This is an optimization exercise on Yosys and OpenROAD, whose aim is small area, not a production implementation.
Where RTL was checked, it was by simulation tests only, not by an equivalence proof against the original.
No functional check of the RTL was part of runs 2 and 3.
No activity file was given, so power comes from the tool's default toggle rates.

==> flow/design.v <==
module fli_dec (
    input  wire        clk,
    input  wire        rst,           
    input  wire        host_we,
    input  wire [2:0]  host_addr,     
    input  wire [31:0] host_wdata,
    output wire [5:0]  status,        
    output wire [1:0]  ctrl,          
    output wire [31:0] ip,
    output wire [31:0] errcode,
    input  wire        s_valid,
    input  wire [7:0]  s_data,
    input  wire        s_err,         
    input  wire [31:0] s_errcode,
    output wire        s_ready,
    output reg         fb_we,
    output wire        fb_wbank,
    output wire [15:0] fb_waddr,
    output reg  [7:0]  fb_wdata,
    output wire        fb_re,
    output wire        fb_rbank,
    output wire [15:0] fb_raddr,
    input  wire [7:0]  fb_rdata,
    output reg         pal_we,
    output wire        pal_wbank,
    output wire [9:0]  pal_waddr,
    output reg  [7:0]  pal_wdata,
    output wire        pal_re,
    output wire        pal_rbank,
    output wire [9:0]  pal_raddr,
    input  wire [7:0]  pal_rdata
);
    localparam [15:0] M_COLOR2 = 16'd4;
    localparam [15:0] M_LC2    = 16'd7;
    localparam [15:0] M_COLOR  = 16'd11;
    localparam [15:0] M_LC     = 16'd12;
    localparam [15:0] M_BRUN   = 16'd15;
    localparam [5:0]
        S_IDLE     = 6'd0,
        S_DONE     = 6'd1,
        S_FAULT    = 6'd2,
        S_CPF_RD   = 6'd3,
        S_CPF_WR   = 6'd4,
        S_CPP_RD   = 6'd5,
        S_CPP_WR   = 6'd6,
        S_PAL_H0   = 6'd40,
        S_PAL_H1   = 6'd48,
        S_PAL_PKT  = 6'd28,
        S_PAL_CNT  = 6'd32,
        S_PAL_SK1  = 6'd7,
        S_PAL_SK2  = 6'd8,
        S_PAL_R    = 6'd33,
        S_PAL_G    = 6'd34,
        S_PAL_B    = 6'd35,
        S_PAL_WG   = 6'd9,
        S_PAL_WB   = 6'd10,
        S_PAL_FULL = 6'd36,
        S_PAL_FW   = 6'd11,
        S_BR_LINE  = 6'd24,
        S_BR_PKT   = 6'd29,
        S_LC_H0    = 6'd41,
        S_LC_H1    = 6'd49,
        S_LC_ROWS  = 6'd12,
        S_LC_H2    = 6'd42,
        S_LC_H3    = 6'd50,
        S_LC_LINE  = 6'd25,
        S_L2_H0    = 6'd43,
        S_L2_H1    = 6'd51,
        S_L2_LINE  = 6'd26,
        S_L2_W1    = 6'd52,
        S_L2_VSK   = 6'd13,
        S_EOL      = 6'd14,   
        S_L2_LP1   = 6'd15,
        S_L2_LP2   = 6'd16,
        S_PKT      = 6'd30,   
        S_C        = 6'd37,   
        S_L2_B0    = 6'd38,
        S_L2_B1    = 6'd39,
        S_LIT_RD   = 6'd56,
        S_LIT_WR   = 6'd17,
        S_REP_V    = 6'd57,
        S_REP_WR   = 6'd18,
        S_INIT     = 6'd19,   
        S_INITP    = 6'd20;   
    localparam [1:0] O_BRUN = 2'd0, O_LC = 2'd1, O_LC2 = 2'd2, O_COLOR = 2'd3;
    reg [15:0] width, height;
    reg        fbank, pbank;
    reg        f_ioerr, f_ovf, f_pclamp, f_badop;
    reg [31:0] ip_r;
    reg [31:0] errcode_r;
    reg [5:0]  state;
    reg [1:0]  op;
    reg [15:0] lines_n, pkts_n;     
    wire       lines_z = (lines_n == 16'hffff);    
    wire       pkts_z  = (pkts_n == 16'hffff);     
    reg [16:0] base, addr;
    reg [8:0]  len;
    reg [7:0]  dat, dat1, lastpix;
    reg        lastv;
    wire init = (state == S_INIT) || (state == S_INITP);
    wire busy = (state != S_IDLE) && (state != S_DONE) && (state != S_FAULT);
    wire idle = (state == S_IDLE) || (state == S_DONE);
    assign status    = {f_badop, f_pclamp, f_ovf, f_ioerr, (state == S_DONE), busy};
    assign ctrl      = {pbank, fbank};
    assign ip        = ip_r;
    assign errcode   = errcode_r;
    assign fb_wbank  = fbank;
    assign fb_rbank  = ~fbank;
    assign pal_wbank = pbank;
    assign pal_rbank = ~pbank;
    assign fb_waddr  = addr[15:0];
    assign fb_raddr  = addr[15:0];
    assign pal_waddr = addr[9:0];
    assign pal_raddr = addr[9:0];
    wire w_big = (width[15:9] != 7'd0) || (width[8] && width[7:0] != 8'd0);
    wire h_big = (height[15:9] != 7'd0) || (height[8] && height[7:0] != 8'd0);
    wire [8:0]  fa = w_big ? height[8:0] : width[8:0];
    wire [15:0] fb = w_big ? width : height;
    wire [16:0] fbx = {1'b0, fb};
    wire [16:0] p0 = fa[0] ? fbx : 17'd0;
    wire [16:0] p1 = fa[1] ? {fbx[15:0], 1'b0} : 17'd0;
    wire [16:0] p2 = fa[2] ? {fbx[14:0], 2'b0} : 17'd0;
    wire [16:0] p3 = fa[3] ? {fbx[13:0], 3'b0} : 17'd0;
    wire [16:0] p4 = fa[4] ? {fbx[12:0], 4'b0} : 17'd0;
    wire [16:0] p5 = fa[5] ? {fbx[11:0], 5'b0} : 17'd0;
    wire [16:0] p6 = fa[6] ? {fbx[10:0], 6'b0} : 17'd0;
    wire [16:0] p7 = (fa[7] ? {fbx[9:0], 7'b0} : 17'd0) | (fa[8] ? {fbx[8:0], 8'b0} : 17'd0);
    wire ov = (fa[1] & fb[15]) | (fa[2] & (|fb[15:14])) | (fa[3] & (|fb[15:13])) |
              (fa[4] & (|fb[15:12])) | (fa[5] & (|fb[15:11])) | (fa[6] & (|fb[15:10])) |
              (fa[7] & (|fb[15:9])) | (fa[8] & (|fb[15:8]));
    wire [16:0] s1 = p0 ^ p1 ^ p2, m1 = (p0 & p1) | (p0 & p2) | (p1 & p2);
    wire [16:0] s2 = p3 ^ p4 ^ p5, m2 = (p3 & p4) | (p3 & p5) | (p4 & p5);
    wire [16:0] c1 = {m1[15:0], 1'b0}, c2 = {m2[15:0], 1'b0};
    wire [16:0] s3 = s1 ^ c1 ^ s2, m3 = (s1 & c1) | (s1 & s2) | (c1 & s2);
    wire [16:0] c3 = {m3[15:0], 1'b0};
    wire [16:0] s4 = c2 ^ p6 ^ p7, m4 = (c2 & p6) | (c2 & p7) | (p6 & p7);
    wire [16:0] c4 = {m4[15:0], 1'b0};
    wire [16:0] s5 = s3 ^ c3 ^ s4, m5 = (s3 & c3) | (s3 & s4) | (c3 & s4);
    wire [16:0] c5 = {m5[15:0], 1'b0};
    wire [16:0] s6 = s5 ^ c5 ^ c4, m6 = (s5 & c5) | (s5 & c4) | (c5 & c4);
    wire [16:0] c6 = {m6[15:0], 1'b0};
    wire [17:0] psum = {1'b0, s6} + {1'b0, c6};
    wire ovc = m1[16] | m2[16] | m3[16] | m4[16] | m5[16] | m6[16] | psum[17];
    wire fits = !(w_big && h_big) && !ov && !ovc && (!psum[16] || psum[15:0] == 16'd0);
    reg  [16:0] wh;
    always @(posedge clk) wh <= psum[16:0];
    wire in_frame = (addr < wh);
    wire pal_in   = !(addr[9] && addr[8]);    
    wire at767    = (addr[9:0] == 10'd767);
    wire lc2   = (op == O_LC2);
    wire scale = (op == O_COLOR);
    wire [7:0]  neg  = ~s_data + 8'd1;                      
    wire [15:0] word = {s_data, dat};
    wire       rd = state[5] |
                    (state[4] & state[3] & (state[2] ? !pkts_z : !lines_z));
    wire       ip_lo = (state[5:3] == 3'b101) || (state == S_L2_LINE);   
    wire       ip_hi = (state[5:3] == 3'b110);                           
    reg [5:0]  nxt;                 
    reg        a_en, a_base;        
    reg [1:0]  a_b;                 
    reg        b_en;                
    reg        p_en;  reg [1:0] p_src;
    reg        l_en;  reg       l_src;
    reg        n_en;  reg [2:0] n_src;
    reg        d_en, d1_en, lp_en, d_sc;
    reg [1:0]  d_src;  reg d1_src;      
    reg        set_ovf, set_pclamp, lv_set, lv_clr;
    localparam [1:0] B_ONE = 2'd0, B_DAT = 2'd1, B_MONE = 2'd2, B_W = 2'd3;
    localparam [1:0] P_WORD = 2'd0, P_BYTE = 2'd1, P_NWORD = 2'd2, P_DEC = 2'd3;
    localparam [2:0] N_BYTE = 3'd0, N_NEG = 3'd1, N_NEG2 = 3'd2, N_BYTE2 = 3'd3, N_DEC = 3'd4;
    wire [7:0]  sc   = (scale && d_sc) ? {s_data[5:0], 2'b00} : s_data;
    wire run_last = (len == 9'd1);
    wire [5:0] pkt_state = (op == O_BRUN) ? S_BR_PKT : S_PKT;
    always @(*) begin
        nxt = state;
        a_en = 1'b0; a_base = 1'b0; a_b = B_ONE;
        b_en = 1'b0;
        p_en = 1'b0; p_src = P_DEC;
        l_en = 1'b0; l_src = 1'b0;
        n_en = 1'b0; n_src = N_DEC;
        d_en = 1'b0; d1_en = 1'b0; lp_en = 1'b0; d_sc = 1'b0; d_src = 2'd0; d1_src = 1'b0;
        set_ovf = 1'b0; set_pclamp = 1'b0; lv_set = 1'b0; lv_clr = 1'b0;
        case (state)
            S_INIT:  nxt = (op == O_BRUN) ? S_BR_LINE : S_CPF_RD;
            S_INITP: nxt = S_CPP_RD;
            S_CPF_RD: nxt = !in_frame ? (lc2 ? S_L2_H0 : S_LC_H0) : S_CPF_WR;
            S_CPF_WR: begin a_en = 1'b1; nxt = S_CPF_RD; end
            S_CPP_RD: nxt = S_CPP_WR;
            S_CPP_WR: begin a_en = 1'b1; nxt = at767 ? S_PAL_H0 : S_CPP_RD; end
            S_PAL_H0: begin d_en = 1'b1; nxt = S_PAL_H1; end
            S_PAL_H1: begin
                p_en = 1'b1; p_src = P_WORD;
                a_en = 1'b1; a_base = 1'b1;                  
                nxt = S_PAL_PKT;
            end
            S_PAL_PKT: begin
                if (pkts_z) nxt = S_DONE;
                else begin d_en = 1'b1; nxt = S_PAL_CNT; end
            end
            S_PAL_CNT: begin
                n_en = 1'b1; n_src = N_BYTE;
                if (s_data == 8'd0) begin
                    a_en = 1'b1; a_base = 1'b1;              
                    nxt = S_PAL_FULL;
                end else begin
                    a_en = pal_in; a_b = B_DAT;
                    nxt = S_PAL_SK1;
                end
            end
            S_PAL_SK1: begin a_en = pal_in; a_b = B_DAT; nxt = S_PAL_SK2; end
            S_PAL_SK2: begin a_en = pal_in; a_b = B_DAT; nxt = S_PAL_R; end
            S_PAL_R:   begin d_en = 1'b1; d_sc = 1'b1; nxt = S_PAL_G; end
            S_PAL_G:   begin d1_en = 1'b1; d_sc = 1'b1; nxt = S_PAL_B; end
            S_PAL_B: begin
                d_en = 1'b1; d_src = 2'd1; d1_en = 1'b1; d_sc = 1'b1;
                if (pal_in) begin
                    a_en = 1'b1;
                    nxt = S_PAL_WG;
                end else begin
                    set_pclamp = 1'b1;
                    n_en = 1'b1;
                    p_en = run_last;
                    nxt = run_last ? S_PAL_PKT : S_PAL_R;
                end
            end
            S_PAL_WG: begin a_en = 1'b1; d_en = 1'b1; d_src = 2'd1; nxt = S_PAL_WB; end
            S_PAL_WB: begin
                a_en = 1'b1; n_en = 1'b1; p_en = run_last;
                nxt = run_last ? S_PAL_PKT : S_PAL_R;
            end
            S_PAL_FULL: begin d_en = 1'b1; d_sc = 1'b1; nxt = S_PAL_FW; end
            S_PAL_FW:   begin a_en = 1'b1; nxt = at767 ? S_DONE : S_PAL_FULL; end
            S_BR_LINE: begin
                if (lines_z) nxt = S_DONE;
                else begin
                    p_en = 1'b1; p_src = P_BYTE;
                    nxt = S_BR_PKT;
                end
            end
            S_BR_PKT: begin
                if (pkts_z) begin
                    a_en = 1'b1; a_base = 1'b1;
                    nxt = S_EOL;
                end else begin
                    n_en = 1'b1;
                    n_src = s_data[7] ? N_NEG : N_BYTE;
                    nxt = s_data[7] ? S_LIT_RD : S_REP_V;
                end
            end
            S_LC_H0: begin d_en = 1'b1; nxt = S_LC_H1; end
            S_LC_H1: begin
                p_en = 1'b1; p_src = P_WORD;    
                a_en = 1'b1; a_base = 1'b1;
                nxt = S_LC_ROWS;
            end
            S_LC_ROWS: begin
                if (pkts_z || !in_frame) nxt = S_LC_H2;
                else begin a_en = 1'b1; a_b = B_W; b_en = 1'b1; p_en = 1'b1; end
            end
            S_LC_H2: begin d_en = 1'b1; nxt = S_LC_H3; end
            S_LC_H3: begin
                l_en = 1'b1; l_src = 1'b1;
                nxt = S_LC_LINE;
            end
            S_LC_LINE: begin
                if (lines_z) nxt = S_DONE;
                else begin
                    p_en = 1'b1; p_src = P_BYTE;
                    nxt = S_PKT;
                end
            end
            S_PKT: begin
                if (pkts_z) begin
                    a_en = 1'b1; a_base = 1'b1;
                    nxt = S_EOL;
                end else begin
                    d_en = 1'b1; nxt = S_C;
                end
            end
            S_C: begin
                a_en = in_frame; a_b = B_DAT;
                if (s_data[7]) begin
                    n_en = 1'b1; n_src = lc2 ? N_NEG2 : N_NEG;
                    nxt = lc2 ? S_L2_B0 : S_REP_V;
                end else if (s_data == 8'd0) begin
                    p_en = 1'b1;
                    nxt = S_PKT;
                end else begin
                    n_en = 1'b1; n_src = lc2 ? N_BYTE2 : N_BYTE;
                    nxt = S_LIT_RD;
                end
            end
            S_EOL: begin
                set_ovf = lastv && !in_frame;
                lv_clr = 1'b1;
                a_en = in_frame; a_b = B_W; b_en = in_frame;
                l_en = 1'b1;
                nxt = (op == O_BRUN) ? S_BR_LINE :
                      (op == O_LC) ? S_LC_LINE :
                      (lastv && in_frame) ? S_L2_LP1 : S_L2_LINE;
            end
            S_L2_LP1: begin a_en = 1'b1; a_b = B_MONE; d_en = 1'b1; d_src = 2'd2; nxt = S_L2_LP2; end
            S_L2_LP2: nxt = S_L2_LINE;
            S_L2_H0: begin d_en = 1'b1; nxt = S_L2_H1; end
            S_L2_H1: begin
                l_en = 1'b1; l_src = 1'b1;
                nxt = S_L2_LINE;
            end
            S_L2_LINE: begin
                if (lines_z) nxt = S_DONE;
                else begin d_en = 1'b1; nxt = S_L2_W1; end
            end
            S_L2_W1: begin
                a_en = 1'b1; a_base = 1'b1;
                if (s_data[7] && s_data[6]) begin
                    p_en = 1'b1; p_src = P_NWORD;
                    nxt = S_L2_VSK;
                end else if (s_data[7]) begin
                    lp_en = 1'b1; lv_set = 1'b1;
                    nxt = S_L2_LINE;
                end else begin
                    p_en = 1'b1; p_src = P_WORD;
                    nxt = S_PKT;
                end
            end
            S_L2_VSK: begin
                a_en = in_frame; a_b = B_W; b_en = in_frame;
                p_en = 1'b1;
                if (pkts_z || !in_frame) nxt = S_L2_LINE;
            end
            S_L2_B0:  begin d_en = 1'b1; nxt = S_L2_B1; end
            S_L2_B1:  begin d1_en = 1'b1; nxt = S_REP_WR; end
            S_LIT_RD: begin d_en = 1'b1; nxt = S_LIT_WR; end
            S_LIT_WR: begin
                a_en = in_frame; set_ovf = !in_frame;
                n_en = 1'b1; p_en = run_last;
                nxt = run_last ? pkt_state : S_LIT_RD;
            end
            S_REP_V: begin
                d_en = 1'b1;
                p_en = (len == 9'd0);
                nxt = (len == 9'd0) ? pkt_state : S_REP_WR;
            end
            S_REP_WR: begin
                d_en = lc2; d_src = 2'd1; d1_en = lc2; d1_src = 1'b1;
                a_en = in_frame; set_ovf = !in_frame;
                n_en = 1'b1; p_en = run_last;
                if (run_last) nxt = pkt_state;
            end
            default: ;
        endcase
    end
    assign s_ready = rd;
    wire rd_fail = rd && !s_valid && s_err;
    wire go      = !(rd && !s_valid);         
    assign fb_re  = (state == S_CPF_RD);
    assign pal_re = (state == S_CPP_RD);
    wire cp_wr = (state == S_CPF_WR) || (state == S_CPP_WR);
    always @(*) begin
        fb_wdata  = cp_wr ? fb_rdata : dat;
        pal_wdata = cp_wr ? pal_rdata : dat;
        fb_we     = 1'b0;
        pal_we    = 1'b0;
        case (state)
            S_CPF_WR: fb_we = 1'b1;
            S_CPP_WR: pal_we = 1'b1;
            S_PAL_B:  pal_we = s_valid && pal_in;
            S_PAL_WG: pal_we = 1'b1;
            S_PAL_WB: pal_we = 1'b1;
            S_PAL_FW: pal_we = 1'b1;
            S_LIT_WR: fb_we = in_frame;
            S_REP_WR: fb_we = in_frame;
            S_L2_LP2: fb_we = 1'b1;
            default: ;
        endcase
    end
    reg [16:0] a_add;
    always @(*) begin
        case (a_b)
            B_ONE:   a_add = 17'd1;
            B_DAT:   a_add = {9'd0, dat};
            B_MONE:  a_add = 17'h1ffff;
            default: a_add = {1'b0, width};
        endcase
    end
    wire [16:0] a_sum = addr + a_add;
    reg [15:0] p_nxt;
    always @(*) begin
        case (p_src)
            P_WORD:  p_nxt = ~word;
            P_BYTE:  p_nxt = {8'hff, ~s_data};
            P_NWORD: p_nxt = word;
            default: p_nxt = pkts_n + 16'd1;
        endcase
    end
    reg [8:0] n_nxt;
    always @(*) begin
        case (n_src)
            N_BYTE:  n_nxt = {1'b0, s_data};
            N_NEG:   n_nxt = {1'b0, neg};
            N_NEG2:  n_nxt = {neg, 1'b0};
            N_BYTE2: n_nxt = {s_data, 1'b0};
            default: n_nxt = len - 9'd1;
        endcase
    end
    wire host_reg = host_we && (host_addr <= 3'd4);
    wire host_ok  = host_reg && idle;
    wire [15:0] cmd = host_wdata[15:0];
    wire cmd_pix = (cmd == M_BRUN) || (cmd == M_LC) || (cmd == M_LC2);
    wire cmd_pal = (cmd == M_COLOR) || (cmd == M_COLOR2);
    wire start   = host_ok && (host_addr == 3'd2) && (cmd_pal || (cmd_pix && fits));
    always @(posedge clk) begin
        if (host_ok && host_addr == 3'd0) width  <= host_wdata[15:0];
        if (host_ok && host_addr == 3'd1) height <= host_wdata[15:0];
    end
    always @(posedge clk) begin
        if (start) begin
            op    <= (cmd == M_BRUN || cmd == M_COLOR2) ? O_BRUN :
                     (cmd == M_LC) ? O_LC : (cmd == M_LC2) ? O_LC2 : O_COLOR;
        end
        if (init) begin
            addr  <= 17'd0;
            base  <= 17'd0;
            lines_n <= ~height;
        end else if (go) begin
            if (a_en)  addr  <= a_base ? base : a_sum;
            if (b_en)  base  <= a_sum;
            if (l_en)  lines_n <= l_src ? ~word : lines_n + 16'd1;
        end
    end
    always @(posedge clk) begin
        if (go) begin
            if (p_en)  pkts_n  <= p_nxt;
            if (n_en)  len     <= n_nxt;
            if (d_en)  dat     <= (d_src == 2'd1) ? dat1 : (d_src == 2'd2) ? lastpix : sc;
            if (d1_en) dat1    <= d1_src ? dat : sc;
            if (lp_en) lastpix <= dat;
        end
        if (init || (go && lv_clr)) lastv <= 1'b0;
        else if (go && lv_set)       lastv <= 1'b1;
    end
    always @(posedge clk) begin
        if (rst) begin
            state     <= S_IDLE;
            fbank     <= 1'b0;
            pbank     <= 1'b0;
            f_ioerr   <= 1'b0;
            f_ovf     <= 1'b0;
            f_pclamp  <= 1'b0;
            f_badop   <= 1'b0;
            ip_r      <= 32'd0;
            errcode_r <= 32'd0;
        end else begin
            if (host_reg && !idle) begin
                f_badop <= 1'b1;
            end else if (host_ok) begin
                case (host_addr)
                    3'd2: begin
                        if (start) begin
                            state <= cmd_pal ? S_INITP : S_INIT;
                        end else begin
                            f_badop <= 1'b1;
                        end
                    end
                    3'd3: begin
                        if (host_wdata[3]) f_ovf    <= 1'b0;
                        if (host_wdata[4]) f_pclamp <= 1'b0;
                        if (host_wdata[5]) f_badop  <= 1'b0;
                    end
                    3'd4: begin
                        fbank <= host_wdata[0];
                        pbank <= host_wdata[1];
                    end
                    default: ;
                endcase
            end
            if (rd_fail) begin
                f_ioerr   <= 1'b1;
                errcode_r <= s_errcode;
                state     <= S_FAULT;
            end else if (init) begin
                ip_r  <= 32'd0;
                state <= nxt;
            end else if (go) begin
                if (rd && !ip_lo)
                    ip_r <= {ip_r[31:1] + {30'd0, ip_hi | ip_r[0]}, ip_r[0] ^ !ip_hi};
                if (set_ovf)    f_ovf    <= 1'b1;
                if (set_pclamp) f_pclamp <= 1'b1;
                if (busy) state <= nxt;
            end
        end
    end
endmodule
==> flow/flow/run.sh <==
#!/bin/bash
# Layout flow: the standard flow (standard.sh), with these changes.
#  1. Synthesis is the standard synthesis script (synth_recipe.tcl) with
#     three changes for area: ABC maps the logic with an area-oriented script
#     (abc_area.script); adders are left as logic for ABC instead of being
#     mapped to full/half adder cells first (ADDER_MAP_FILE empty); and no
#     buffers are added to pass-through wires (placement buffers every port
#     anyway).  None of these touches the registers: names, count and cells
#     are the standard synthesis's.
#  2. The port buffers that placement inserts are sky130_fd_sc_hd__buf_1.
#  3. Clock tree synthesis uses clkbuf_4 buffers, clusters of up to 6
#     registers and no dummy loads.
# Each step's full output is in synth.log / layout.log here, and ORFS's own
# logs are under orfs/logs/.
set -euo pipefail
flow_dir=$(cd "$(dirname "${BASH_SOURCE[0]}")" && pwd)
export FLOW_ABC_SCRIPT="$flow_dir/abc_area.script"
export FLOW_STD_SYNTH="$PWD/synth_recipe.tcl"
knobs=("SYNTH_SCRIPT=$flow_dir/synth.tcl"
       "ADDER_MAP_FILE="
       "SYNTH_INSBUF=0"
       "BUFFER_PORTS_ARGS=-buffer_cell sky130_fd_sc_hd__buf_1"
       "CTS_ARGS=-sink_clustering_enable -repair_clock_nets -dont_use_dummy_load -sink_clustering_size 6 -sink_clustering_max_diameter 80 -buf_list sky130_fd_sc_hd__clkbuf_4")
bash standard.sh "${knobs[@]}" synth > synth.log 2>&1
bash standard.sh "${knobs[@]}" finish > layout.log 2>&1
==> flow/flow/abc_area.script <==
&get -n
&st
&deepsyn -T 30
&dch
&nf -a -R 1000
&put
strash
&get -n
&st
&deepsyn -T 30
&dch
&nf -a -R 1000
&put
topo
==> flow/flow/synth.tcl <==
# The standard synthesis (synth_recipe.tcl), with ABC's technology mapping
# run with an area-oriented script; nothing else changes
proc abc {args} {
  set i [lsearch -exact $args -script]
  if { $i >= 0 } { lset args [expr {$i + 1}] $::env(FLOW_ABC_SCRIPT) }
  puts "abc with area script: $args"
  yosys abc {*}$args
}
source $::env(FLOW_STD_SYNTH)
==> flow/standard.sh <==
#!/bin/bash
# synth_recipe.tcl (not shown) runs the flow's synth.tcl, then flattens the netlist and writes it again
# the make line also repeats each setting of config.mk as NAME=value (left out here)
make -C /OpenROAD-flow-scripts/flow DESIGN_CONFIG=/design/flow/config.mk WORK_HOME=/design/flow/orfs CLKGATE_MAP_FILE= SYNTH_SCRIPT=/design/flow/synth_recipe.tcl "${@:-finish}"
==> flow/config.mk <==
export PLATFORM = sky130hd
export DESIGN_NAME = fli_dec
export DESIGN_NICKNAME = fli_dec
export VERILOG_FILES = /design/flow/design.v
export SDC_FILE = /design/flow/constraint.sdc
export NUM_CORES = 4
export LEC_CHECK = 0
export CAP_MARGIN = 20
export CORE_MARGIN = 2
export CORE_UTILIZATION = 65
export CTS_BUF_LIST = sky130_fd_sc_hd__clkbuf_4
export PLACE_DENSITY = 0.8
export SLEW_MARGIN = 20
==> flow/constraint.sdc <==
create_clock -name core_clock -period 11.0 [get_ports {clk}]
set_input_delay 2.2000 -clock core_clock [delete_from_list [all_inputs] [get_ports {clk}]]
set_output_delay 2.2000 -clock core_clock [all_outputs]
set_load 0.01 [all_outputs]
==> qor.yml, run 1 <==
outcome: "finished clean"
cpMostUsedCell: "maj3_1"
max_freq_mhz: 96.8
drv_slew: 0
dp_hpwl_um: 34500
async_reset_ff_frac: 0
use_met1: 0.517
synth_fp_nets: 1717
numCtsBuffers: 43
ios: 245
die-area_mm2: 0.0227
hold_buffers: 0
cts_sinks: 227
power_density_mw_per_mm2: 207
synth_cell_type_count: 61
dieHeight_um: 151
syn_to_final_growth_pct: 13.0
ir_worst_vdd_mv: 0.118
grt.met2_usage: 0.638
synth_seq_cells: 227
ff_latch_area_mm2: 0.00554
drive_gt1_frac: 0.0441
criticalPathCategory: "in2reg"
grt_start_max_net_pins: 33
cp_data_arrival_time_ns: 10.88
cts_tree: "done"
yosysSeqAreaShare: 0.396
num_vias: 14600
use_met3: 0.0873
final_common_cell: "buf_1"
cts.reportedPaths.clkPinSlew_ns: 0.08
grt-ovfl-total: 0
end_kind: "flop"
max_slew_margin: 0.255
nets: 2024
cpMaxStageDelayCell: "or4_1"
grtUsageTotal: 0.398
drt_iter0_drc: 1746
worst-path-max-fanout: 9
hold_violations: 0
rsz0062_at_grt: "false"
fin_crit_sh: 0.939
grt.busiest_layer: "met2"
dr.pass1.iters: 7
max_cap_violations: 0
hp-class: "reg2reg"
viasPerCell: 6.60
cts_setup_buffers: 0
worstSetupStartpointType: "primary input"
cts_resized: 0
synth-edff-count: 99
start_util: 0.662
clock_skew_ns: 0.121
multiInputGateArea_mm2: 0.00831
routed_wl_um: 46000
core.rowCount: 53
finalCriticalPeriod_ns: 10.33
layout_common_cells: "228 x buf_1, 209 x nor2_1, 180 x nand2_1"
fill_cells: 1481
drc: 0
die-width_um: 151
h-tree-depth: 2
root_buffer: "clkbuf_4"
antenna_found_initial: 1
grt_first_pass_wirelength_um: 71100
grt_pass1_vias: 13600
clk-insertion-delay-late_ns: 0.68
synthFlopType: "dfxtp_1"
finalSetupViolations: 0
io_buffers: 228
tightest_slew_ns: 1.09
clockBufferDepth: 3
synth_warnings: 1
cellLeakagePower_nw: 5.68
drtAntennaViolNets: 0
core_mm2: 0.0211
max_stage_delay_ns: 0.60
avgSynthCellArea_um2: 8.62
finalWeightedCongestion: 1.03
fin_tns_setup_ns: 0
total_power_mw: 3.27
avgRoutedWirePerCell_um: 20.9
postSynthCellCount: 1621
required_ns: 11.55
syn_area_mm2: 0.0140
## report_power, final
group,internal (mW),switching [mW]
registers,1.07,0.187
logic,0.568,0.973
clock network,0.179,0.300
total,1.81,1.46
## sequential cells by signal, summed over array words and instances (netlist names), 17 cells and up
name       cells
addr          17
base          17
errcode_r     32
ip_r          32
wh            17
## layout make-up
type                            count  share of cell area
Antenna cell                        2            0.000317
Clock buffer                       43              0.0204
Multi-Input combinational cell   1352               0.526
Sequential cell                   227               0.351
Tap cell                          275              0.0218
Timing Repair Buffer              262              0.0704
Inverter                           42             0.00999
## critical path, delay by kind of cell
kind | cells | cell delay (ns)
simple gates | 9 | 1.86
compound gates | 8 | 1.82
xor+xnor | 5 | 1.09
fa+ha+maj | 9 | 3.44
buf+inv | 4 | 0.45
## path summary, 6_finish.rpt
check,depth (start not counted),start,slack (ns),end
max,35,s_data[3],0.67,addr[16]$_SDFFE_PN0P_
min,2,base[11]$_SDFFE_PN0P_,0.46,addr[11]$_SDFFE_PN0P_
max reg2reg,45,addr[0]$_SDFFE_PN0P_,0.87,addr[16]$_SDFFE_PN0P_
min reg2reg,2,base[11]$_SDFFE_PN0P_,0.46,addr[11]$_SDFFE_PN0P_
## synth_stat cells (all sizes together), types with 3 or more instances
master     n  area share
a221oi    13      0.0082
nand2    180       0.048
a211o      4      0.0025
o211ai     6      0.0032
a211oi    16      0.0086
o21ai    126       0.045
or3       10      0.0045
and3      28       0.013
and2      26       0.012
mux2i     22       0.016
o21a      11      0.0059
o31ai      7      0.0038
edfxtp    99        0.21
and4       4      0.0025
a221o      7      0.0050
nand4b     3      0.0019
o22a       6      0.0038
xnor2    117       0.073
o22ai     25       0.011
a22oi     20       0.011
nor4      24       0.011
a31oi     11      0.0049
nor2b     10      0.0045
dfxtp    128        0.18
xor2      70       0.044
a22o      42       0.026
nand3     39       0.014
nor3b      4      0.0022
a21o       9      0.0048
o2111ai    4      0.0025
nor3      44       0.016
or2       14      0.0063
or4        6      0.0032
nand2b    21      0.0094
nand4     12      0.0054
nor2     212       0.057
clkinv    42       0.011
maj3      46       0.033
o221ai    14      0.0088
a21oi    111       0.040
## per-layer routing
layer  wire, um  share of wire  vias to the layer above
li1           -              -                     6589
met1      17300           0.38                     6748
met2      21000           0.46                     1045
met3       5770           0.13                      168
met4       1960          0.043                        0
met5          0              0                        -
## logic make-up (layout without fill, tap and decap cells)
group / count (synthesis) / count (layout) / synth area share
buffers and inverters: 42 / 347 / 0.0113
other: 0 / 2 / 0
AND/OR/NAND/NOR: 642 / 642 / 0.213
XOR/XNOR: 190 / 190 / 0.122
multiplexers: 24 / 24 / 0.0174
flip-flops: 227 / 227 / 0.396
AO/OA/AOI/OAI: 450 / 450 / 0.207
adder cells (fa/ha/maj): 46 / 46 / 0.0330
## per-stage QoR
step / instances / instance area (um2) / hold WS, ns / util / worst slack, ns
2_1_floorplan: 1621 / 14000 / 0.416 / - / 1.45
3_3_place_gp: 2157 / 15400 / 0.433 / 0.732 / 0.613
3_5_place_dp: 2158 / 15400 / 0.440 / 0.732 / 0.209
4_1_cts: 2201 / 15800 / 0.459 / 0.748 / 0.673
5_1_grt: 2202 / 15800 / 0.484 / 0.749 / 0.243
6_report: 2203 / 15800 / 0.455 / 0.749 / 0.668
==> run 2: changes to the inputs <==
--- a/flow/design.v
+++ b/flow/design.v
@@ -142,8 +142,7 @@
     wire [17:0] psum = {1'b0, s6} + {1'b0, c6};
     wire ovc = m1[16] | m2[16] | m3[16] | m4[16] | m5[16] | m6[16] | psum[17];
     wire fits = !(w_big && h_big) && !ov && !ovc && (!psum[16] || psum[15:0] == 16'd0);
-    reg  [16:0] wh;
-    always @(posedge clk) wh <= psum[16:0];
+    wire [16:0] wh = psum[16:0];       
     wire in_frame = (addr < wh);
     wire pal_in   = !(addr[9] && addr[8]);    
     wire at767    = (addr[9:0] == 10'd767);
==> run 2 against run 1 <==
- the flow now stops in 5_1_grt
- synthesized area is 3.5% lower
- synthesized cell count shrank 2.8%
==> qor.yml, run 2 <==
outcome: "stopped before the end"
haltStage: "5_1_grt"
stop_error: "[ERROR GRT-0232] Routing congestion too high. Check the congestion heatmap in the GUI."
io_buffers: 228  # unchanged
async_reset_ff_frac: 0  # unchanged
place_worst_setup_slack_ns: -0.798  # -1.01 ns
worst-ep-kind: "register data pin"
synth_area_leaders: "edfxtp_1 22%, dfxtp_1 16%, xnor2_1 8.6%"
synth_fp_nets: 1672  # -2.6%
syn_area_mm2: 0.0135  # -3.5%
yosysSeqAreaShare: 0.385  # -0.0109
hold_buffers: 0  # unchanged
core.rowCount: 52  # -1.9%
start_util: 0.664  # +0.00174
postSynthCellCount: 1576  # -2.8%
synthFlopType: "dfxtp_1"
h-tree-depth: 2  # unchanged
synth_seq_cells: 210  # -7.5%
grt_start_max_net_pins: 38
synth_cell_type_count: 59  # -3.3%
yosys-top-cells-count: "229 x nor2_1, 167 x nand2_1, 137 x o21ai_0, 132 x xnor2_1"
antenna_found_initial: 11
synth_most_common_cell: "nor2_1"
root_buffer: "clkbuf_4"
finalWeightedCongestion: 0.999  # -2.7%
netlist.area_leader.share: 0.221  # +0.00768
synth-edff-count: 99  # unchanged
synth_top_cell_by_area: "edfxtp_1"
place_area_mm2: 0.0161  # +4.2%
dieHeight_um: 148  # -1.7%
synth_warnings: 1  # unchanged
dp_hpwl_um: 34300  # -0.57%
grt-ovfl-total: 74
die-width_um: 148  # -1.7%
grtUsageTotal: 0.806
numCtsBuffers: 41  # -4.7%
avgSynthCellArea_um2: 8.55  # -0.73%
cts_sinks: 210  # -7.5%
ios: 245  # unchanged
postGrtWorstEndpoint: "addr[16]$_SDFFE_PN0P_/D"
clockBufferDepth: 3  # unchanged
## run 2: timing repair
| item | CTS |
|---|---|
| setup endpoints to repair | 12 |
| pin swaps | 39 |
| buffers inserted | 40 |
| resized for setup | 30 |
| hold endpoints to repair | 0 |
## run 2: how the worst min path moves through the flow
stage                               start                    end  cells past startpoint
detailed placement   base[3]$_SDFFE_PN0P_   base[3]$_SDFFE_PN0P_                      2
CTS                 base[16]$_SDFFE_PN0P_  base[16]$_SDFFE_PN0P_                      2
floorplan            base[2]$_SDFFE_PN0P_   base[2]$_SDFFE_PN0P_                      2
global placement     base[9]$_SDFFE_PN0P_   base[9]$_SDFFE_PN0P_                      2
## run 2: routing by layer
metal | track usage | overflow
met1 | 0.800 | 3
met2 | 0.929 | 28
met3 | 0.714 | 3
met4 | 0.764 | 40
met5 | 0.557 | 0
## run 2: power by group through the flow
stage	sequential, mW	clock [mW]	combinational [mW]
3_5_place_dp	1.15	0	1.81
3_3_place_gp	1.14	0	1.76
4_1_cts	1.13	0.449	1.95
2_1_floorplan	1.15	0	1.12
## run 2: logic make-up after synthesis
logic type / synth area share
AOI/OAI and AO/OA: 0.210
xor gates and xnor gates: 0.129
adders and majority gates: 0.0394
buffers and inverters: 0.00668
DFF: 0.385
muxes: 0.0178
and+or+nand+nor: 0.212
## run 2: metrics by stage
step            util  total power [mW]  instances
2_1_floorplan      -              2.27       1576
3_3_place_gp   0.792              2.89       2220
3_5_place_dp   0.793              2.96       2220
4_1_cts        0.828              3.52       2301
==> run 3: changes to the inputs <==
--- a/flow/config.mk
+++ b/flow/config.mk
@@ -7,7 +7,7 @@
 export LEC_CHECK = 0
 export CAP_MARGIN = 20
 export CORE_MARGIN = 2
-export CORE_UTILIZATION = 65
+export CORE_UTILIZATION = 58
 export CTS_BUF_LIST = sky130_fd_sc_hd__clkbuf_4
 export PLACE_DENSITY = 0.8
 export SLEW_MARGIN = 20
==> run 3 against run 2 <==
- the layout now fails its checks (negative setup slack)
- synthesized area increased by 0.76%
- synthesized cell count rose by 2.2%
==> qor.yml, run 3 <==
synth_fp_nets: 1707  # +2.1%
r2r_slack_ns: -0.12
top_regs: "errcode_r (32), ip_r (32)"
cp_data_arrival_time_ns: 11.62
dr.pass1.iters: 6
die-area_mm2: 0.0247
criticalPathCategory: "reg2reg"
clockBufferDepth: 3  # unchanged
yosys-top-cells-count: "268 x nor2_1, 147 x nand2_1, 138 x o21ai_0, 122 x xnor2_1, 117 x a21oi_1"
numCtsBuffers: 41  # unchanged
synth_area_leaders: "edfxtp_1 22%, dfxtp_1 16%, xnor2_1 7.9%"
fill_cells: 1777
die-width_um: 157  # +6.1%
hp-class: "reg2reg"
ios: 245  # unchanged
antenna_found_initial: 3
dieHeight_um: 157  # +6.1%
core_mm2: 0.0228
min_from: "base[10]$_SDFFE_PN0P_"
drv_slew: 0
postSynthCellCount: 1611  # +2.2%
failed_checks: "negative setup slack"
layout_common_cells: "257 x nor2_1, 228 x buf_1, 144 x nand2_1"
final_common_cell: "nor2_1"
io_buffers: 228  # unchanged
routed_wl_um: 46200
netlist.area_leader.share: 0.219  # -0.00167
whs_path_depth: 2
synth_most_common_cell: "nor2_1"
cellLeakagePower_nw: 6.17
reg2reg_depth: 52
synth_top_cell_by_area: "edfxtp_1"
num_vias: 14500
grt_start_max_net_pins: 33
start_util: 0.595  # -0.0696
cpMostUsedCell: "maj3_2"
fin_crit_sh: 1.01
grt_pass1_vias: 13500
core.rowCount: 55  # +5.8%
cts_tree: "done"
finalWorstSetupSlack_ns: -0.119
grtUsageTotal: 0.371
max_stage_delay_ns: 0.43
worst-path-max-fanout: 8
synth_cell_type_count: 54  # -8.5%
dp_hpwl_um: 33700  # -2.0%
cts_sinks: 210  # unchanged
fin_tns_setup_ns: -0.246
drive_gt1_frac: 0.136
finalCriticalPeriod_ns: 11.12
drc: 0
synth-edff-count: 99  # unchanged
cpMaxStageDelayCell: "edfxtp_1"
worstSetupStartpointType: "flop"
r2r-end: "addr[16]$_SDFFE_PN0P_"
end_kind: "flop"
async_reset_ff_frac: 0  # unchanged
synth_warnings: 1  # unchanged
max_freq_mhz: 89.9
grt-ovfl-total: 0
finalWeightedCongestion: 1.03  # +2.7%
avgSynthCellArea_um2: 8.43  # -1.4%
drt_iter0_drc: 1527
h-tree-depth: 2  # unchanged
tightest_slew_ns: 1.14
cts.reportedPaths.clkPinSlew_ns: 0.08
avgRoutedWirePerCell_um: 19.7
syn_to_final_growth_pct: 23.3
grt_first_pass_wirelength_um: 71600
clk-insertion-delay-late_ns: 0.68
rsz0062_at_grt: "true"
outcome: "finished with violations"
required_ns: 11.50
viasPerCell: 6.20
finalSetupViolations: 4
max_slew_margin: 0.243
hold-path-endpoint: "base[10]$_SDFFE_PN0P_"
r2r_start: "width[8]$_DFFE_PP_"
yosysSeqAreaShare: 0.382  # -0.00291
ir_worst_vdd_mv: 0.121
clock_skew_ns: 0.105
hold_violations: 0
fin_util: 0.733
synthFlopType: "dfxtp_1"
power_density_mw_per_mm2: 210
root_buffer: "clkbuf_4"
drtAntennaViolNets: 0
syn_area_mm2: 0.0136  # +0.76%
synth_seq_cells: 210  # unchanged
nets: 2120
max_cap_violations: 0
==> run 3: changes by cell type after synthesis, sizes merged, moves of 8 or more <==
cell	change
o22ai	-8
nand2	-20
nor4	+10
clkinv	+9
nand2b	+12
xor2	+9
xnor2	-10
nor2	+39
==> run 3: timing repair <==
item	4_1_cts	5_1_grt
setup buffers	22	15
pin swaps	31	41
gates cloned	1	0
gates resized for setup	23	30
hold buffers	0	0
endpoints found under the setup margin	4	12
==> run 3: power breakdown <==
group | internal (mW) | leakage [nW] | total, mW | switching (mW)
Sequential | 0.967 | 1.81 | 1.13 | 0.166
Combinational | 0.800 | 4.18 | 1.94 | 1.14
Clock | 0.171 | 0.189 | 0.442 | 0.271
==> run 3: worst max-delay path by stage <==
| stage | start | end | depth (start not counted) |
|---|---|---|---|
| after floorplan | width[8]$_DFFE_PP_ | addr[16]$_SDFFE_PN0P_ | 53 |
| after global placement | width[8]$_DFFE_PP_ | addr[16]$_SDFFE_PN0P_ | 55 |
| after detailed placement | width[8]$_DFFE_PP_ | addr[16]$_SDFFE_PN0P_ | 54 |
| after CTS | width[11]$_DFFE_PP_ | addr[16]$_SDFFE_PN0P_ | 55 |
| after global routing | width[8]$_DFFE_PP_ | base[16]$_SDFFE_PN0P_ | 52 |
| final | width[8]$_DFFE_PP_ | addr[16]$_SDFFE_PN0P_ | 52 |
==> run 3: through the flow <==
stage | power, mW | cells | cell area [um2] | setup slack (ns) | hold slack [ns]
floorplan | 2.32 | 1611 | 13900 | -0.0352 | 0.425
global placement | 2.87 | 2261 | 16000 | -0.0600 | 0.432
detailed placement | 2.91 | 2261 | 16000 | -0.322 | 0.443
CTS | 3.41 | 2325 | 16500 | -0.0439 | 0.458
global route | 3.74 | 2339 | 16700 | -0.625 | 0.488
finish | 3.51 | 2340 | 16700 | -0.119 | 0.457
==> run 3: kinds of logic (layout without fill, tap and decap cells) <==
group,count (synthesis),after routing,share of synthesized area
compound gates,446,446,0.207
xor+xnor,197,197,0.127
fa+ha+maj,49,49,0.0361
buf+inv,33,443,0.00912
flops,210,210,0.382
mux,25,25,0.0184
other cells,0,5,0
simple gates,651,652,0.220
==> run 3: metal layers <==
metal / part of all wire / GRT usage
met1: 0.40 / 0.493
met2: 0.46 / 0.598
met3: 0.11 / 0.0837
met4: 0.034 / 0.131
met5: 0 / 0
==> run 3: final cells by class <==
class                      count  area, um2  share of cell area
timing repair buffer         369       1930               0.115
sequential                   210       5190               0.310
tap                          313        392              0.0234
multi-input combinational   1369       8790               0.525
clock buffer                  41        308              0.0184
antenna                        5       12.5            0.000747
inverter                      33        125             0.00747
==> run 3: critical path: cells and delay by family (launching register included) <==
kind                     cells  cell delay [ns]
buffers and inverters        4             0.54
AND/OR/NAND/NOR             13             1.95
multiplexers                 1             0.31
AO/OA/AOI/OAI               16             2.18
flip-flops                   1             0.43
adder cells (fa/ha/maj)     17             5.42
XOR/XNOR                     1             0.14
==> run 4: changes to the inputs <==
--- a/flow/design.v
+++ b/flow/design.v
@@ -142,7 +142,8 @@
     wire [17:0] psum = {1'b0, s6} + {1'b0, c6};
     wire ovc = m1[16] | m2[16] | m3[16] | m4[16] | m5[16] | m6[16] | psum[17];
     wire fits = !(w_big && h_big) && !ov && !ovc && (!psum[16] || psum[15:0] == 16'd0);
-    wire [16:0] wh = psum[16:0];       
+    reg  [16:0] wh;
+    always @(posedge clk) wh <= psum[16:0];
     wire in_frame = (addr < wh);
     wire pal_in   = !(addr[9] && addr[8]);    
     wire at767    = (addr[9:0] == 10'd767);
--- a/flow/flow/run.sh
+++ b/flow/flow/run.sh
@@ -17,6 +17,7 @@
 export FLOW_ABC_SCRIPT="$flow_dir/abc_area.script"
 export FLOW_STD_SYNTH="$PWD/synth_recipe.tcl"
 knobs=("SYNTH_SCRIPT=$flow_dir/synth.tcl"
+       "SYNTH_OPERATIONS_ARGS=-extra-map $flow_dir/lcu_bk.v"
        "ADDER_MAP_FILE="
        "SYNTH_INSBUF=0"
        "BUFFER_PORTS_ARGS=-buffer_cell sky130_fd_sc_hd__buf_1"
==> flow/flow/abc_area.script (replaced) <==
&get -n
&st
&deepsyn -T 30
&dch
&nf -a -R 1000
&put
topo
==> flow/flow/lcu_bk.v (new file) <==
(* techmap_celltype = "$lcu" *)
module _70_lcu_brent_kung (P, G, CI, CO);
	parameter WIDTH = 2;

	(* force_downto *)
	input [WIDTH-1:0] P, G;
	input CI;

	(* force_downto *)
	output [WIDTH-1:0] CO;

	integer i, j;
	(* force_downto *)
	reg [WIDTH-1:0] p, g;

	wire [1023:0] _TECHMAP_DO_ = "proc; opt -fast";

	always @* begin
		p = P;
		g = G;

		// in almost all cases CI will be constant zero
		g[0] = g[0] | (p[0] & CI);

		// [[CITE]] Brent Kung Adder
		// R. P. Brent and H. T. Kung, "A Regular Layout for Parallel Adders",
		// IEEE Transaction on Computers, Vol. C-31, No. 3, p. 260-264, March, 1982

		// Main tree
		for (i = 1; i <= $clog2(WIDTH); i = i+1) begin
			for (j = 2**i - 1; j < WIDTH; j = j + 2**i) begin
				g[j] = g[j] | p[j] & g[j - 2**(i-1)];
				p[j] = p[j] & p[j - 2**(i-1)];
			end
		end

		// Inverse tree
		for (i = $clog2(WIDTH); i > 0; i = i-1) begin
			for (j = 2**i + 2**(i-1) - 1; j < WIDTH; j = j + 2**i) begin
				g[j] = g[j] | p[j] & g[j - 2**(i-1)];
				p[j] = p[j] & p[j - 2**(i-1)];
			end
		end
	end

	assign CO = g;
endmodule
--- a/flow/config.mk
+++ b/flow/config.mk
@@ -7,7 +7,7 @@
 export LEC_CHECK = 0
 export CAP_MARGIN = 20
 export CORE_MARGIN = 2
-export CORE_UTILIZATION = 58
+export CORE_UTILIZATION = 65
 export CTS_BUF_LIST = sky130_fd_sc_hd__clkbuf_4
 export PLACE_DENSITY = 0.8
 export SLEW_MARGIN = 20
==> run 4 against run 3 <==
- now clean on timing, DRC and antenna
- global-route usage increased by 2.0 points
- hold slack got worse by 0.019 ns
- highest routed layer unchanged
- die area decreased by 7.6%
- first-iteration DRC count decreased by 1.5%
- final area decreased by 5.7%
- via count decreased by 0.23%
==> qor.yml, run 4 <==
criticalPathCategory: "in2reg"
synth_area_leaders: "edfxtp_1 21%, dfxtp_1 18%, xnor2_1 8.9%"
r2r-end: "state[0]$_SDFF_PP0_"
final_common_cell: "nor2_1"
finalSetupViolations: 0  # -4
r2r_start: "width[9]$_DFFE_PP_"
end_kind: "flop"
intPower_mw: 1.77  # -8.6%
swShare: 0.435  # -0.0125
required_ns: 11.59  # +0.09 ns
synth_seq_cells: 227  # +8.1%
crit_start: "s_data[0]"
hold_buffers: 0  # unchanged
grt-ovfl-total: 0  # unchanged
cts_setup_buffers: 0  # -100%
routed-wl-met3_um: 4260  # -19%
drt_iter0_drc: 1504  # -1.5%
postSynthCellCount: 1647  # +2.2%
place_worst_setup_slack_ns: 0.999  # +1.32 ns
cts_resized: 0  # -100%
cts_tree: "done"
syn_area_mm2: 0.0140  # +3.3%
die-area_mm2: 0.0228  # -7.6%
synth_most_common_cell: "nor2_1"
max_cap_violations: 0  # unchanged
yosysSeqAreaShare: 0.394  # +0.0120
netlist.area_leader.share: 0.212  # -0.00702
p_sw_mw: 1.37  # -13%
wl_met2_um: 21900  # +4.3%
cts_sinks: 227  # +8.1%
max_slew_margin: 0.321  # +0.0787
drv_slew: 0  # unchanged
dp_hpwl_um: 33500  # -0.39%
ir_worst_vdd_mv: 0.188  # +56%
fin_tns_setup_ns: 0  # +0.246 ns
clockBufferDepth: 3  # unchanged
worstSetupStartpointType: "primary input"
synth-edff-count: 99  # unchanged
h-tree-depth: 2  # unchanged
synth_top_cell_by_area: "edfxtp_1"
top_regs: "errcode_r (32), ip_r (32)"
clock_skew_ns: 0.0935  # -0.0115 ns
antenna_found_initial: 1  # -2
root_buffer: "clkbuf_4"
num_vias: 14500  # -0.23%
routed_wl_um: 45200  # -2.1%
clock_power_share: 0.150  # +0.024
avgSynthCellArea_um2: 8.52  # +1.1%
placed_cells: 2177  # -3.7%
p_comb_frac: 0.465  # -0.087
drtAntennaViolNets: 0  # unchanged
fin_crit_sh: 0.864  # -0.147
top_layer_used: "met4"
grtUsageTotal: 0.391  # +0.0200
cpMostUsedCell: "o21ai_0"
nets: 2043  # -3.6%
tightest_slew_ns: 1.02  # -0.118 ns
syn_to_final_growth_pct: 12.5
grt_pass1_vias: 13800  # +2.0%
start_util: 0.665  # +0.0710
rsz0062_at_grt: "false"
max_freq_mhz: 105  # +17%
cpMaxStageDelayCell: "or3_1"
cp_data_arrival_time_ns: 10.09  # -1.53 ns
async_reset_ff_frac: 0  # unchanged
r2r_slack_ns: 1.73  # +1.85 ns
numCtsBuffers: 43  # +4.9%
reg2reg_depth: 35  # -33%
place_area_mm2: 0.0155  # -3.2%
dieHeight_um: 151  # -3.9%
final_cells: 2221  # -5.1%
finalCriticalPeriod_ns: 9.51  # -1.61 ns
max_stage_delay_ns: 0.53  # +0.10 ns
synth_fp_nets: 1743  # +2.1%
dr.pass1.iters: 6  # unchanged
worst-path-max-fanout: 12  # +4
io_buffers: 228  # unchanged
drive_gt1_frac: 0.0396  # -0.0964
fin_area_mm2: 0.0158  # -5.7%
hold_violations: 0  # unchanged
core.rowCount: 53  # -3.6%
clk-insertion-delay-late_ns: 0.68  # about the same
power_density_mw_per_mm2: 199  # -5.1%
fin_hold_ws_ns: 0.438  # -0.0192 ns
synth_cell_type_count: 56  # +3.7%
core_mm2: 0.0211  # -7.7%
outcome: "finished clean"
cellLeakagePower_nw: 5.53  # -10%
grt_first_pass_wirelength_um: 70200  # -1.9%
drc: 0  # unchanged
finalWeightedCongestion: 1.01  # -1.6%
layout_common_cells: "265 x nor2_1, 228 x buf_1, 145 x nand2_1"
finalWorstSetupSlack_ns: 1.49  # +1.61 ns
cts.reportedPaths.clkPinSlew_ns: 0.08  # about the same
hp-class: "reg2reg"
die-width_um: 151  # -3.9%
critPathCapture: "addr[16]$_SDFFE_PN0P_"
viasPerCell: 6.52  # +5.1%
ios: 245  # unchanged
synthFlopType: "dfxtp_1"
grt_start_max_net_pins: 34  # +3.0%
synth_warnings: 1  # unchanged
pwr-share-seq: 0.385  # +0.062
yosys-top-cells-count: "270 x nor2_1, 145 x nand2_1, 143 x xnor2_1, 130 x o21ai_0, 128 x dfxtp_1"
wl_met1_um: 16400  # -11%
avgRoutedWirePerCell_um: 20.4  # +3.2%
==> run 4: cell types whose count changed after synthesis, moves of 8 or more <==
cell / change
xor2_1: -20
or3_1: +9
o21ai_0: -8
nor3_1: +13
a22o_1: +11
clkinv_1: +10
o21a_1: -8
nor2b_1: +8
xnor2_1: +21
nor4_1: -11
dfxtp_1: +17
==> run 4: worst max-delay path, delay by kind of cell <==
kind	cells	cell delay, ns
compound gates	8	1.44
xor+xnor	3	0.51
simple gates	16	3.61
fa+ha+maj	5	2.02
buf+inv	1	0.30
==> run 4: worst min path at each step <==
stage               cells past startpoint  slack (ns)                   from                    end
finish                                  2        0.44  base[10]$_SDFFE_PN0P_  addr[10]$_SDFFE_PN0P_
global route                            2        0.49  base[14]$_SDFFE_PN0P_  addr[14]$_SDFFE_PN0P_
CTS                                     2        0.44  base[10]$_SDFFE_PN0P_  addr[10]$_SDFFE_PN0P_
detailed placement                      2        0.43  base[14]$_SDFFE_PN0P_  addr[14]$_SDFFE_PN0P_
global placement                        2        0.43  base[14]$_SDFFE_PN0P_  addr[14]$_SDFFE_PN0P_
floorplan                               2        0.42  base[10]$_SDFFE_PN0P_  addr[10]$_SDFFE_PN0P_
==> run 4: power by group through the flow <==
stage,clock network (mW),logic [mW],registers (mW)
after CTS,0.471,1.43,1.20
final,0.470,1.46,1.21
after global routing,0.507,1.58,1.22
after global placement,0,1.39,1.21
after floorplan,0,0.948,1.21
after detailed placement,0,1.42,1.22
==> run 4: layout make-up <==
| type | instances | area (um2) |
|---|---|---|
| Fill cell | 1551 | 5300 |
| Clock buffer | 43 | 323 |
| Timing Repair Buffer | 255 | 1060 |
| Tap cell | 275 | 344 |
| Multi-Input combinational cell | 1377 | 8360 |
| Antenna cell | 1 | 2.50 |
| Inverter | 43 | 161 |
| Sequential cell | 227 | 5540 |
==> run 4: through the flow <==
| stage | util | total power, mW |
|---|---|---|
| floorplan | - | 2.16 |
| global placement | 0.733 | 2.60 |
| detailed placement | 0.733 | 2.64 |
| CTS | 0.748 | 3.11 |
| global route | 0.749 | 3.31 |
| finish | 0.749 | 3.14 |
==> run 4: cells by family (layout without fill, tap and decap cells) <==
group,count (synthesis),in the layout,synth area share
AOI/OAI and AO/OA,427,427,0.194
xor gates and xnor gates,198,198,0.124
adders and majority gates,52,52,0.0371
buffers and inverters,43,341,0.0115
DFF,227,227,0.394
muxes,27,27,0.0193
other,0,1,0
and+or+nand+nor,673,673,0.221
==> run 4: per-layer routing <==
layer  track usage  vias to the layer above
met5             0                        -
met1         0.467                     6741
li1              -                     6632
met4         0.216                        0
met2         0.670                      905
met3        0.0660                      193
==> run 5: changes to the inputs <==
==> flow/flow/run.sh (replaced) <==
#!/bin/bash
# Layout flow: the standard flow (standard.sh), with these changes.
#  1. Synthesis is the standard synthesis script (synth_recipe.tcl) with
#     two changes for area: ABC maps the logic with an area-oriented script
#     (abc_area.script), and Yosys builds carry chains as ripple chains
#     (lcu_bk.v) instead of Kogge-Stone trees.  Neither touches the
#     registers: names, count and cells are the standard synthesis's.
#  2. The port buffers that placement inserts are sky130_fd_sc_hd__buf_1.
#  3. Clock tree synthesis uses clkbuf_4 buffers, clusters of up to 6
#     registers and no dummy loads.
#  4. No buffers are added to pass-through wires in synthesis (placement
#     buffers every port anyway).
# Each step's full output is in synth.log / layout.log here, and ORFS's own
# logs are under orfs/logs/.
set -euo pipefail
flow_dir=$(cd "$(dirname "${BASH_SOURCE[0]}")" && pwd)
export FLOW_ABC_SCRIPT="$flow_dir/abc_area.script"
export FLOW_STD_SYNTH="$PWD/synth_recipe.tcl"
knobs=("SYNTH_SCRIPT=$flow_dir/synth.tcl"
       "SYNTH_OPERATIONS_ARGS=-extra-map $flow_dir/lcu_bk.v"
       "SYNTH_INSBUF=0"
       "BUFFER_PORTS_ARGS=-buffer_cell sky130_fd_sc_hd__buf_1"
       "CTS_ARGS=-sink_clustering_enable -repair_clock_nets -dont_use_dummy_load -sink_clustering_size 6 -sink_clustering_max_diameter 80 -buf_list sky130_fd_sc_hd__clkbuf_4")
bash standard.sh "${knobs[@]}" synth > synth.log 2>&1
bash standard.sh "${knobs[@]}" finish > layout.log 2>&1
==> run 5 against run 4 <==
- clock power up 1%
- sequential share of layout area down 1.5 points
- critical path depth is 3 higher
- non-clock buffer count shrank 2
- setup slack worse by 0.20 ns
- final area up 4.4%
- total power shrank 1.3%
- core utilization down 1.4 points
- first-iteration DRC count up 13%
- register-to-register slack got worse by 0.43 ns
- die area up 4.8%
- combinational power about the same
- critical path type is now reg2reg
- critical endpoint is now state[1]$_SDFF_PP0_
==> qor.yml, run 5 <==
die-area_mm2: 0.0239  # +4.8%
criticalPathCategory: "reg2reg"
h-tree-depth: 2  # unchanged
reg2reg_depth: 36  # +2.9%
dieHeight_um: 155  # +2.4%
max_cap_violations: 0  # unchanged
syn_area_mm2: 0.0147  # +4.9%
ios: 245  # unchanged
dp_hpwl_um: 33700  # +0.53%
synth_fp_nets: 1824  # +4.6%
critPathCapture: "state[1]$_SDFF_PP0_"
layout_common_cells: "228 x buf_1, 178 x nand2_1, 178 x nor2_1"
cts_setup_buffers: 0  # unchanged
synth-edff-count: 99  # unchanged
crit_start: "width[6]$_DFFE_PP_"
place_worst_setup_slack_ns: 1.41  # +0.412 ns
cp_data_arrival_time_ns: 10.30  # +0.21 ns
grt_pass1_vias: 13200  # -3.9%
r2r_start: "width[6]$_DFFE_PP_"
hold_buffers: 0  # unchanged
root_buffer: "clkbuf_4"
synth_most_common_cell: "nor2_1"
fin_crit_sh: 0.882  # +0.0179
drive_gt1_frac: 0.0412  # +0.00163
finalCriticalPeriod_ns: 9.70  # +0.197 ns
ff_latch_area_mm2: 0.00554  # unchanged
final_common_cell: "buf_1"
syn_to_final_growth_pct: 11.9
hold_violations: 0  # unchanged
dr.pass1.iters: 6  # unchanged
drc: 0  # unchanged
synth_cell_type_count: 51  # -8.9%
synth_top_cell_by_area: "edfxtp_1"
cts.reportedPaths.clkPinSlew_ns: 0.07  # about the same
drv_slew: 0  # unchanged
cellLeakagePower_nw: 6.44  # +17%
end_kind: "flop"
r2r_slack_ns: 1.30  # -0.43 ns
die-width_um: 155  # +2.4%
cts_sinks: 227  # unchanged
worstSetupStartpointType: "flop"
num_vias: 13600  # -5.8%
postSynthCellCount: 1548  # -6.0%
cts_tree: "done"
wl_met2_um: 19700  # -10%
clk-insertion-delay-late_ns: 0.68  # about the same
wl_met1_um: 17700  # +8.3%
fin_tns_setup_ns: 0  # unchanged
max_stage_delay_ns: 0.82  # +0.29 ns
async_reset_ff_frac: 0  # unchanged
top_regs: "errcode_r (32), ip_r (32)"
viasPerCell: 6.40  # -1.7%
max_freq_mhz: 103  # -2.0%
core_mm2: 0.0224  # +6.4%
io_buffers: 228  # unchanged
cts_resized: 0  # unchanged
finalSetupViolations: 0  # unchanged
top_layer_used: "met4"
synth_area_leaders: "edfxtp_1 20%, dfxtp_1 17%, fa_1 12%"
avgRoutedWirePerCell_um: 20.7  # +1.8%
antenna_found_initial: 1  # unchanged
cpMaxStageDelayCell: "mux2i_1"
yosysSeqAreaShare: 0.376  # -0.0185
grt_start_max_net_pins: 38  # +12%
routed-wl-met3_um: 5130  # +21%
core.rowCount: 55  # +3.8%
nets: 2122  # +3.9%
synthFlopType: "dfxtp_1"
r2r-end: "state[1]$_SDFF_PP0_"
outcome: "finished clean"
drt_iter0_drc: 1707  # +13%
tightest_slew_ns: 1.12  # +0.0981 ns
avgSynthCellArea_um2: 9.51  # +12%
grt_first_pass_wirelength_um: 70300  # +0.14%
required_ns: 11.59  # about the same
finalWorstSetupSlack_ns: 1.30  # -0.197 ns
grtUsageTotal: 0.374  # -0.0171
max_slew_margin: 0.256  # -0.0654
routed_wl_um: 44100  # -2.3%
grt-ovfl-total: 0  # unchanged
synth_warnings: 1  # unchanged
rsz0062_at_grt: "false"
worst-path-max-fanout: 10  # -2
finalWeightedCongestion: 1.03  # +1.6%
synth_seq_cells: 227  # unchanged
netlist.area_leader.share: 0.202  # -0.00992
hp-class: "reg2reg"
start_util: 0.656  # -0.00921
ir_worst_vdd_mv: 0.109  # -42%
clockBufferDepth: 3  # unchanged
yosys-top-cells-count: "183 x nor2_1, 178 x nand2_1, 135 x clkinv_1, 128 x dfxtp_1, 99 x edfxtp_1"
numCtsBuffers: 43  # unchanged
power_density_mw_per_mm2: 188  # -5.4%
clock_skew_ns: 0.0456  # -0.0479 ns
fill_cells: 1663  # +7.2%
drtAntennaViolNets: 0  # unchanged
multiInputGateArea_mm2: 0.00871  # +4.2%
-- run 5: cell count changes after synthesis, moves of 34 or more --
cell	delta
clkinv_1	+92
a21oi_1	-34
o21ai_0	-47
fa_1	+86
ha_1	+94
xnor2_1	-118
xor2_1	-46
nor2_1	-87
maj3_1	-52
-- run 5: power breakdown --
| group | switching, mW | leakage (nW) | internal (mW) |
|---|---|---|---|
| registers | 0.131 | 1.94 | 1.04 |
| clock network | 0.297 | 0.198 | 0.179 |
| logic | 0.927 | 4.30 | 0.526 |
-- run 5: critical path: cells and delay by family, from the launching register on --
family | cells | cell delay, ns
flip-flops | 1 | 0.56
buffers and inverters | 3 | 0.37
multiplexers | 1 | 0.82
adder cells (fa/ha/maj) | 7 | 3.08
AND/OR/NAND/NOR | 13 | 2.38
AO/OA/AOI/OAI | 12 | 2.43
-- run 5: worst min-delay path by stage --
stage,start,end,cells after the start,slack [ns]
after floorplan,base[0]$_SDFFE_PN0P_,base[0]$_SDFFE_PN0P_,2,0.43
after global placement,base[14]$_SDFFE_PN0P_,base[14]$_SDFFE_PN0P_,2,0.43
after detailed placement,base[16]$_SDFFE_PN0P_,base[16]$_SDFFE_PN0P_,2,0.44
after CTS,base[16]$_SDFFE_PN0P_,base[16]$_SDFFE_PN0P_,2,0.46
after global routing,errcode_r[5]$_SDFFE_PP0P_,errcode_r[5]$_SDFFE_PP0P_,1,0.49
final,base[16]$_SDFFE_PN0P_,base[16]$_SDFFE_PN0P_,2,0.46
-- run 5: cells by family (layout without fill, tap and decap cells) --
group / after synthesis / count (layout) / synth area share
fa+ha+maj: 180 / 180 / 0.197
other cells: 0 / 1 / 0
buf+inv: 135 / 431 / 0.0344
xor+xnor: 34 / 34 / 0.0202
flops: 227 / 227 / 0.376
mux: 38 / 38 / 0.0269
compound gates: 353 / 353 / 0.165
simple gates: 581 / 581 / 0.181
-- run 5: per-stage QoR --
stage | total power [mW] | utilization | instances | hold slack, ns | instance area (um2)
floorplan | 2.10 | - | 1548 | 0.425 | 14700
global placement | 2.56 | 0.720 | 2086 | 0.433 | 16100
detailed placement | 2.62 | 0.720 | 2086 | 0.443 | 16100
CTS | 3.08 | 0.734 | 2129 | 0.459 | 16500
global route | 3.32 | 0.735 | 2130 | 0.487 | 16500
finish | 3.10 | 0.735 | 2130 | 0.458 | 16500
-- run 5: final cells by class --
type	count	share of cell area
repair buffers	253	0.0633
diodes	1	0.000152
flip-flops and latches	227	0.336
well taps	285	0.0216
multi-input cells	1186	0.529
clock buffers	43	0.0196
inverters	135	0.0307
-- run 5: layer usage --
| layer | vias up | track usage |
|---|---|---|
| met4 | 0 | 0.134 |
| met5 | - | 0 |
| met2 | 930 | 0.584 |
| li1 | 6181 | - |
| met3 | 148 | 0.0897 |
| met1 | 6379 | 0.512 |

==> re-timing with driven ports <==
The flow's constraints put no driver on any port. The routed layouts listed below were extracted and timed again, unchanged, in two steps.
Step 1, drivers: a clkbuf_16 drives clk and a buf_2 each remaining input, both assumed.
Step 2 times the ports against the registers' clock, not the clock port: input delays grow and output delays shrink by t, the midpoint of the rising clock arrivals with the driver on.
Slacks: ideal ports / drivers / drivers and shift; pairs: ideal ports / drivers.
| run | t, ns | setup WS [ns] | pins driven straight from the clock port |
|---|---|---|---|
| run 1 | 0.664 | 0.668 / 0.682 / 0.018 | 1 |
| run 3 | 0.673 | -0.119 / -0.119 / -0.119 | 1 |
| run 4 | 0.683 | 1.495 / 1.514 / 0.831 | 1 |
| run 5 | 0.703 | 1.298 / 1.298 / 1.298 | 1 |
For run 4, which loses most, drivers alone change the setup slack by +0.019 ns; drivers and shift together by -0.664 ns.
